What follows belongs to an exercise in optimizing a design on an open flow for small area, a short achievable clock period and few clock cycles; a production flow would make more cautious choices.
Only simulation tests tie the RTL to the original design; equivalence was not proved.

## job 5135
==> flow/design.v (excerpt) <==
module vm20_core (
    input  wire        clk,
    input  wire        rst,           
    input  wire [7:0]  exec_start,    
    output reg         mem_req,
    output reg         mem_we,
    output reg  [7:0]  mem_addr,
    output reg  [19:0] mem_wdata,
    input  wire        mem_ready,
    input  wire [19:0] mem_rdata,
    input  wire        in_valid,
    input  wire [7:0]  in_data,
    input  wire        in_eof,
    input  wire        in_err,
    output reg         in_take,
    output reg         out_valid,
    output reg         out_kind,      
    output reg  [19:0] out_data,
    input  wire        out_ready,
    input  wire        out_err,
    output wire [2:0]  status,
    output wire [7:0]  pc,
    output wire [19:0] r0,
    output wire [19:0] r1,
    output wire [19:0] r2,
    output wire [19:0] r3
);
==> flow/config.mk <==
export PLATFORM = sky130hd
export DESIGN_NAME = vm20_core
export DESIGN_NICKNAME = vm20_core
export VERILOG_FILES = /design/flow/design.v
export SDC_FILE = /design/flow/constraint.sdc
export NUM_CORES = 4
export LEC_CHECK = 0
export ABC_AREA = 1
export CAP_MARGIN = 20
export CORE_MARGIN = 2
export CORE_UTILIZATION = 35
export CTS_BUF_LIST = sky130_fd_sc_hd__clkbuf_8
export SETUP_SLACK_MARGIN = 3.0
export SLEW_MARGIN = 20
==> flow/constraint.sdc <==
create_clock -name core_clock -period 8.0 [get_ports {clk}]
set_input_delay 1.6000 -clock core_clock [delete_from_list [all_inputs] [get_ports {clk}]]
set_output_delay 1.6000 -clock core_clock [all_outputs]
set_load 0.01 [all_outputs]
standard.sh (not shown) runs the stock make flow with config.mk's settings and CLKGATE_MAP_FILE= SYNTH_SCRIPT=/design/flow/synth_recipe.tcl, a recipe that flattens the netlist after the stock synthesis.
==> flow/flow/run.sh <==
#!/bin/bash
# The standard layout (the standard.sh, all ORFS steps unchanged), except that the
# port buffers ORFS inserts on every input and output are plain sky130_fd_sc_hd__buf_2
# cells instead of the delay buffers buffer_ports picks by default.
set -euo pipefail
bash standard.sh finish "BUFFER_PORTS_ARGS=-buffer_cell sky130_fd_sc_hd__buf_2" > flow_make.log 2>&1
Testbench counts of job 5135, summed over its fixed seeds: cycles 82,288.
--- input diff job 5135..job 5678 ---
--- a/flow/design.v
+++ b/flow/design.v
@@ -107,20 +107,23 @@
             OP_BRZ:  w_cond = rz[w_r];
             OP_BRN:  w_cond = rn[w_r];
             OP_BRS:  w_cond = 1'b1;
             default: w_cond = 1'b0;
         endcase
     end
     wire        w_hit   = !w_nop && w_x0 && (w_op == OP_LD) && c_v && (c_a == w_s);
-    wire        w_use_s = !w_nop && w_x0 && (w_memop || w_op == OP_ST || w_cond) && !w_hit;
+    wire        w_isbr  = (w_op == OP_BR && w_r[0]) || (w_op == OP_BRZ) ||
+                          (w_op == OP_BRN) || (w_op == OP_BRS);
+    wire        w_use_s = !w_nop && w_x0 && (w_memop || w_isbr) && !w_hit;
     wire [7:0]  w_s_inc = w_s + 8'd1;
-    wire [19:0] w_xr  = rsel(w_x);
-    wire [19:0] w_rv  = rsel(w_r);
-    wire [19:0] pa    = rsel(i_r);
-    wire [19:0] pb    = st_e ? w_rv : pa;
+    wire [1:0]  pa_i  = st_e ? w_x : i_r;
+    wire [1:0]  pb_i  = st_e ? w_r : i_r;
+    wire [19:0] pa    = rsel(pa_i);
+    wire [19:0] pb    = rsel(pb_i);
+    wire [19:0] w_xr  = pa;
     wire        alu_sub = (i_op == OP_SUB);
     wire [19:0] alu_a   = (i_op == OP_LD) ? 20'd0 : pa;
     wire [19:0] alu_sum = alu_a + (alu_sub ? ~mem_rdata : mem_rdata) + {19'd0, alu_sub};
     wire        sh_r    = st_e ? w_op[1] : i_op[1];    
     wire [4:0]  sh_n    = st_e ? w_s[4:0] : i_a[4:0];
     wire        sh_fill = sh_r & pb[19];
     wire [19:0] sh_0    = sh_r ? pb : rev20(pb);
@@ -218,27 +221,25 @@
         x_npc = (i_cond && i_jok) ? i_a : pc_q;
     end
     reg  [7:0]  addr_r;
     always @(*) begin
         mem_req   = 1'b0;
         mem_we    = 1'b0;
         addr_r    = pc_q;
-        mem_wdata = pa;
+        mem_wdata = pb;
         in_take   = 1'b0;
         out_valid = 1'b0;
         out_kind  = (i_r == 2'd3);
         out_data  = md_p;
         case (state)
             S_F, S_O, S_MD, S_CHR: begin
                 mem_req  = 1'b1;
             end
             S_E: begin
-                mem_req   = 1'b1;
-                mem_we    = !w_nop && w_x0 && (w_op == OP_ST);
-                mem_wdata = w_rv;
+                mem_req  = 1'b1;
             end
             S_X: begin
                 mem_req  = 1'b1;
                 if ((i_memop && !i_hit) || i_op == OP_ST) begin
                     mem_we = i_aok && (i_op == OP_ST);
                     if (i_aok) addr_r = i_a;
                 end else begin
@@ -357,14 +358,16 @@
     task complete_e;
         input next_s;
         begin
             if (limit) begin
                 if (next_s) pc_q <= w_s;
                 status_q <= ST_LIMIT;
                 state    <= S_DONE;
+            end else if (w_use_s && !next_s) begin
+                state <= S_F;
             end else if (mem_ready) begin
                 pc_q  <= w_use_s ? w_s_inc : pc_q + 8'd1;
                 count <= count + 8'd1;
                 state <= S_E;
             end else begin
                 if (w_use_s) pc_q <= w_s;
                 state <= S_F;
@@ -441,16 +444,15 @@
                             OP_LDI: complete(pc_q);
                             OP_LD: begin
                                 if (w_hit)     complete(pc_q);
                                 else if (w_x0) issued(1'b0);
                                 else           state <= S_X;
                             end
                             OP_ST: begin
-                                if (w_x0) issued(1'b1);
-                                else      state <= S_X;
+                                state <= w_x0 ? S_WR : S_X;
                             end
                             OP_SHL, OP_SHR: begin
                                 if (w_x0) complete(pc_q);
                                 else      state <= S_X;
                             end
                             OP_BRZ, OP_BRN, OP_BRS: begin
                                 if (w_x0 || !w_cond) complete_e(w_cond);
Results
Of the two values seen for cell type of the slowest stage on the worst timing path, sky130_fd_sc_hd__buf_2 was produced by job 5678 and sky130_fd_sc_hd__nor2_1 by job 5135.
Taking job 5135 as the reference point, the worst hold slack of job 5678 falls by 0.022 ns.
STATUS cell area: job 5678 loses against job 5135
Standard-cell row count is lower on job 5678
Wire length on met2 grows slightly when moving from job 5135 to job 5678.
Changes observed in job 5678 relative to job 5135: total number of vias went down about 0.5%, number of non-filler instances in the completed layout fell 195, die height -4.9 um.
Compared with job 5135, job 5678 shows a higher signed area change from the synthesized netlist to the final layout.
Testbench counts of job 5678, summed over its fixed seeds: cycles 84,204.

static timing again, ports no longer ideal:
No port has a modelled driver above. Below, the same layouts with a new extraction and two added sets of constraints.
Step 1: set_driving_cell puts a clkbuf_16 on clk and a buf_2 on each other input, an assumption about the parent block.
Step 2, shift: input delay + t, output delay - t, t = (earliest + latest rising clock arrival at the registers) / 2. This alone moves slack from input paths to output paths.
a / b / c = no drivers / after step 1 / after step 2; a / b = the first two.
run | t (ns) | setup slack, ns | latest minus earliest clock arrival (ns) | slew at the worst register clock pin (ns) | worst slew at a driven data input, ns
job 5135 | 0.748 | 2.865 / 2.800 / 2.247 | 0.052 / 0.051 | 0.07 / 0.07 | 0.13
job 5678 | 0.747 | 2.843 / 2.795 / 2.106 | 0.079 / 0.078 | 0.08 / 0.08 | 0.10
After both steps every run listed still meets setup and hold. For job 5678, which loses most, drivers alone change the setup slack by -0.048 ns; drivers and shift together by -0.737 ns.
